This is an optimization exercise on Yosys and OpenROAD, whose aim is small area, a short achievable clock period and few clock cycles, not a production implementation. In this exercise RTL edits were held to simulation tests only and were not proved equivalent to the original. No activity file was given, so power comes from the tool's default toggle rates.

## rde_sieve
module rde_sieve (
    input  wire        clk,
    input  wire        rst,
    input  wire        ld_en,
    input  wire [5:0]  ld_idx,
    input  wire [15:0] ld_data,
    input  wire        set_en,
    input  wire [63:0] set_lsb,
    input  wire [2:0]  set_mod6,
    input  wire        go,
    input  wire [1:0]  go_mode,
    input  wire [7:0]  go_count,
    output reg         out_valid,
    output reg  [63:0] out_lsb,
    output reg         done,
    output wire [63:0] lsb
);
  localparam [2:0] S_IDLE = 3'd0, S_PREP = 3'd1, S_REN = 3'd2, S_FILL = 3'd3, S_RUN = 3'd4;
  reg [2:0]  state;
  reg [1:0]  mode;
  reg [7:0]  left;
  reg [5:0]  ip;         
  reg [3:0]  k;          
  reg [2:0]  e;          
  reg        kv_ok;      
  reg [2:0]  eL, eH;
  reg        aL, aH;
  reg [6:0]  ptr;
  reg [63:0] lsb_r;      
  assign lsb = lsb_r;
  wire        step;      
  wire [63:0] wr_en;
  wire [8:0]  wdata;
  wire [8:0]  wbin;      
  wire [8:0]  rd_t;      
  wire [4:0]  rd_q;
  reg  [5:0]  rn_i;
  reg  [5:0]  z_idx;
  reg  [2:0] t0;
  reg  [2:0] t1;
  reg  [3:0] t2;
  reg  [3:0] t3;
  reg  [4:0] t4;
  reg  [4:0] t5;
  reg  [4:0] t6;
  reg  [4:0] t7;
  reg  [4:0] t8;
  ...
clock: 25.0 ns
lec_check: 0
cap_margin: 50
core_margin: 2
core_utilization: 35
slew_margin: 50
synth_hierarchical: 1
standard.sh (not shown) runs the stock make flow with config.mk's settings and CLKGATE_MAP_FILE= SYNTH_SCRIPT=/design/flow/synth_recipe.tcl, a recipe that flattens the netlist after the stock synthesis.
==> flow/flow/run.sh <==
#!/bin/bash
# Own layout flow: the standard ORFS flow (standard.sh, standard synthesis
# unchanged), with timing repair aiming at a setup slack margin so that the
# achieved period shrinks, ABC's buffers removed before placement (the
# resizer buffers the design itself), and more antenna repair iterations.
# The ORFS tools write their full logs under orfs/logs; this script's own
# output goes to run.log.
exec > run.log 2>&1
set -x
export SETUP_SLACK_MARGIN=19
export REMOVE_ABC_BUFFERS=1
export MAX_REPAIR_ANTENNAS_ITER_DRT=20
export MAX_REPAIR_ANTENNAS_ITER_GRT=10
bash standard.sh finish
Testbench counts at the start, summed over its fixed seeds: cycles 2,213.
==> next run, changes <==
==> flow/flow/run.sh (replaced) <==
#!/bin/bash
# Own layout flow: the standard ORFS flow (standard.sh) with
#  - the standard synthesis script (synth_recipe.tcl), except that ABC maps
#    with flow/area.abc (area-oriented; the registers are unchanged),
#  - timing repair aiming at a setup slack margin (the achieved period shrinks),
#  - ABC's buffers removed before placement, more antenna repair iterations.
# The ORFS tools write their full logs under orfs/logs; this script's own
# output goes to run.log.
exec > run.log 2>&1
set -x
HERE=$(pwd)
cat > my_synth.tcl <<EOT
proc abc {args} {
  set i [lsearch -exact \$args -script]
  if {\$i >= 0} { lset args [expr {\$i + 1}] $HERE/flow/area.abc }
  yosys abc {*}\$args
}
source $HERE/synth_recipe.tcl
EOT
sed "s|SYNTH_SCRIPT=[^ ]*synth_recipe.tcl|SYNTH_SCRIPT=$HERE/my_synth.tcl|" standard.sh > my_standard.sh
grep -c my_synth.tcl my_standard.sh
export SETUP_SLACK_MARGIN=18.5
export REMOVE_ABC_BUFFERS=1
export MAX_REPAIR_ANTENNAS_ITER_DRT=20
export MAX_REPAIR_ANTENNAS_ITER_GRT=10
bash my_standard.sh finish
==> flow/flow/area.abc (new file) <==
&get -n
&st
&dch
&nf
&st
&syn2
&dch
&nf
&put
--- a/flow/config.mk
+++ b/flow/config.mk
@@ -9,3 +9,3 @@
 export CORE_MARGIN = 2
-export CORE_UTILIZATION = 35
+export CORE_UTILIZATION = 30
 export SLEW_MARGIN = 50
After rerunning: Die area climbs by 8.6%. Wire length climbs by 5.1%. Combinational power climbs by 24%. Area after synthesis drops by 6.9%. Fmax drops by 0.68%. Power climbs by 20%.
==> next run, changes <==
==> flow/flow/run.sh (replaced) <==
#!/bin/bash
# Own layout flow: the standard ORFS flow (standard.sh, standard synthesis
# unchanged), with timing repair aiming at a setup slack margin so that the
# achieved period shrinks, ABC's buffers removed before placement (the
# resizer buffers the design itself), and more antenna repair iterations.
# The ORFS tools write their full logs under orfs/logs; this script's own
# output goes to run.log.
exec > run.log 2>&1
set -x
export SETUP_SLACK_MARGIN=19
export REMOVE_ABC_BUFFERS=1
export MAX_REPAIR_ANTENNAS_ITER_DRT=20
export MAX_REPAIR_ANTENNAS_ITER_GRT=10
bash standard.sh finish
removed: flow/flow/area.abc
Effect: The changed run finished with timing, DRC and antenna clean. Core utilization goes down by 1.8 points. Die area came out higher by 7.3%. Cell area is higher by 2.4%. Sequential share of layout area shrinks by 0.45 points. Synthesized cell count came out higher by 7.9%. Wire length falls by 8.2%. Hold slack is better by 0.048 ns. Non-clock buffer count is lower by 16. Power goes down by 22%. Clock-buffer cell count went down by 9. Clock power is about the same.
==> next run, changes <==
==> flow/flow/run.sh (replaced) <==
#!/bin/bash
# Own layout flow: the standard ORFS flow (standard.sh) with
#  - the standard synthesis script (synth_recipe.tcl), except that ABC maps the
#    lane group modules (rde_sieve_grp*) with flow/area.abc, an area-oriented
#    script; the top module keeps ORFS's script, and the registers are unchanged,
#  - timing repair aiming at a setup slack margin (the achieved period shrinks),
#  - ABC's buffers removed before placement, more antenna repair iterations.
# The ORFS tools write their full logs under orfs/logs; this script's own
# output goes to run.log.
exec > run.log 2>&1
set -x
HERE=$(pwd)
cat > my_synth.tcl <<EOT
proc abc {args} {
  set i [lsearch -exact \$args -script]
  set ga \$args
  if {\$i >= 0} { lset ga [expr {\$i + 1}] $HERE/flow/area.abc }
  yosys select rde_sieve_grp*
  yosys abc {*}\$ga
  yosys select -clear
  yosys select rde_sieve
  yosys abc {*}\$args
  yosys select -clear
}
source $HERE/synth_recipe.tcl
EOT
sed "s|SYNTH_SCRIPT=[^ ]*synth_recipe.tcl|SYNTH_SCRIPT=$HERE/my_synth.tcl|" standard.sh > my_standard.sh
grep -c my_synth.tcl my_standard.sh
export SETUP_SLACK_MARGIN=18.5
export REMOVE_ABC_BUFFERS=1
export MAX_REPAIR_ANTENNAS_ITER_DRT=20
export MAX_REPAIR_ANTENNAS_ITER_GRT=10
bash my_standard.sh finish
==> flow/flow/area.abc (new file) <==
&get -n
&st
&dc2
&syn2
&dch -f
&nf -R 1000 -a
&put
=> Sequential power barely changes. Cell count is higher by 0.45%. Cell area is lower by 5.6%. Routed wire length is lower by 1.5%. Utilization is lower by 0.13 points.
==> next run, changes <==
==> flow/flow/run.sh (replaced) <==
#!/bin/bash
# Own layout flow: the standard ORFS flow (standard.sh, standard synthesis
# unchanged), with timing repair aiming at a setup slack margin so that the
# achieved period shrinks, ABC's buffers removed before placement (the
# resizer buffers the design itself), and more antenna repair iterations.
# The ORFS tools write their full logs under orfs/logs; this script's own
# output goes to run.log.
exec > run.log 2>&1
set -x
export SETUP_SLACK_MARGIN=19
export REMOVE_ABC_BUFFERS=1
export MAX_REPAIR_ANTENNAS_ITER_DRT=20
export MAX_REPAIR_ANTENNAS_ITER_GRT=10
bash standard.sh finish
--- a/flow/config.mk
+++ b/flow/config.mk
@@ -7,6 +7,6 @@
 export LEC_CHECK = 0
-export CAP_MARGIN = 50
+export CAP_MARGIN = 35
 export CORE_MARGIN = 2
 export CORE_UTILIZATION = 30
-export SLEW_MARGIN = 50
+export SLEW_MARGIN = 35
 export SYNTH_HIERARCHICAL = 1
removed: flow/flow/area.abc
The new run finished with timing, DRC and antenna clean.
Flip-flop and latch count stays the same.
Total power came out higher by a little under a tenth.
Utilization came out lower by 0.31 points.
Setup slack improved by 0.11 ns.

-- what the ideal ports hide --
The flow's constraints put no driver on any port. The routed layouts listed below were extracted and timed again, unchanged, in two steps.
Step 1 sets driving cells, clkbuf_16 on the clock port and buf_2 on the other inputs (assumed; they add their load-dependent delay and slew).
Step 2 adds t to the input delays and takes it off the output delays; t is the mean of the earliest and latest rising clock arrival at the registers after step 1. Input paths then give back, and output paths get back, about the clock's delay inside the block.
Slacks: no drivers / after step 1 / after step 2; pairs: no drivers / after step 1.
run	t, ns	slack for setup (ns)	worst setup path at the end	clock arrival spread, ns	worst register clock-pin slew, ns
the first run	0.853	18.492 / 18.492 / 18.243	input to register	0.043 / 0.044	0.07 / 0.07
the second run	0.893	18.447 / 18.445 / 17.787	input to register	0.090 / 0.089	0.07 / 0.07
the third run	0.941	18.539 / 18.442 / 18.128	input to register	0.106 / 0.106	0.07 / 0.07
the fourth run	0.894	18.422 / 18.422 / 17.716	input to register	0.095 / 0.095	0.08 / 0.08
the fifth run	0.945	18.535 / 18.441 / 18.082	input to register	0.117 / 0.118	0.07 / 0.07
After both steps every run listed still meets setup and hold. The setup slack of the fourth run, which loses most, moves by 0.000 ns with the drivers and by -0.706 ns with both steps.
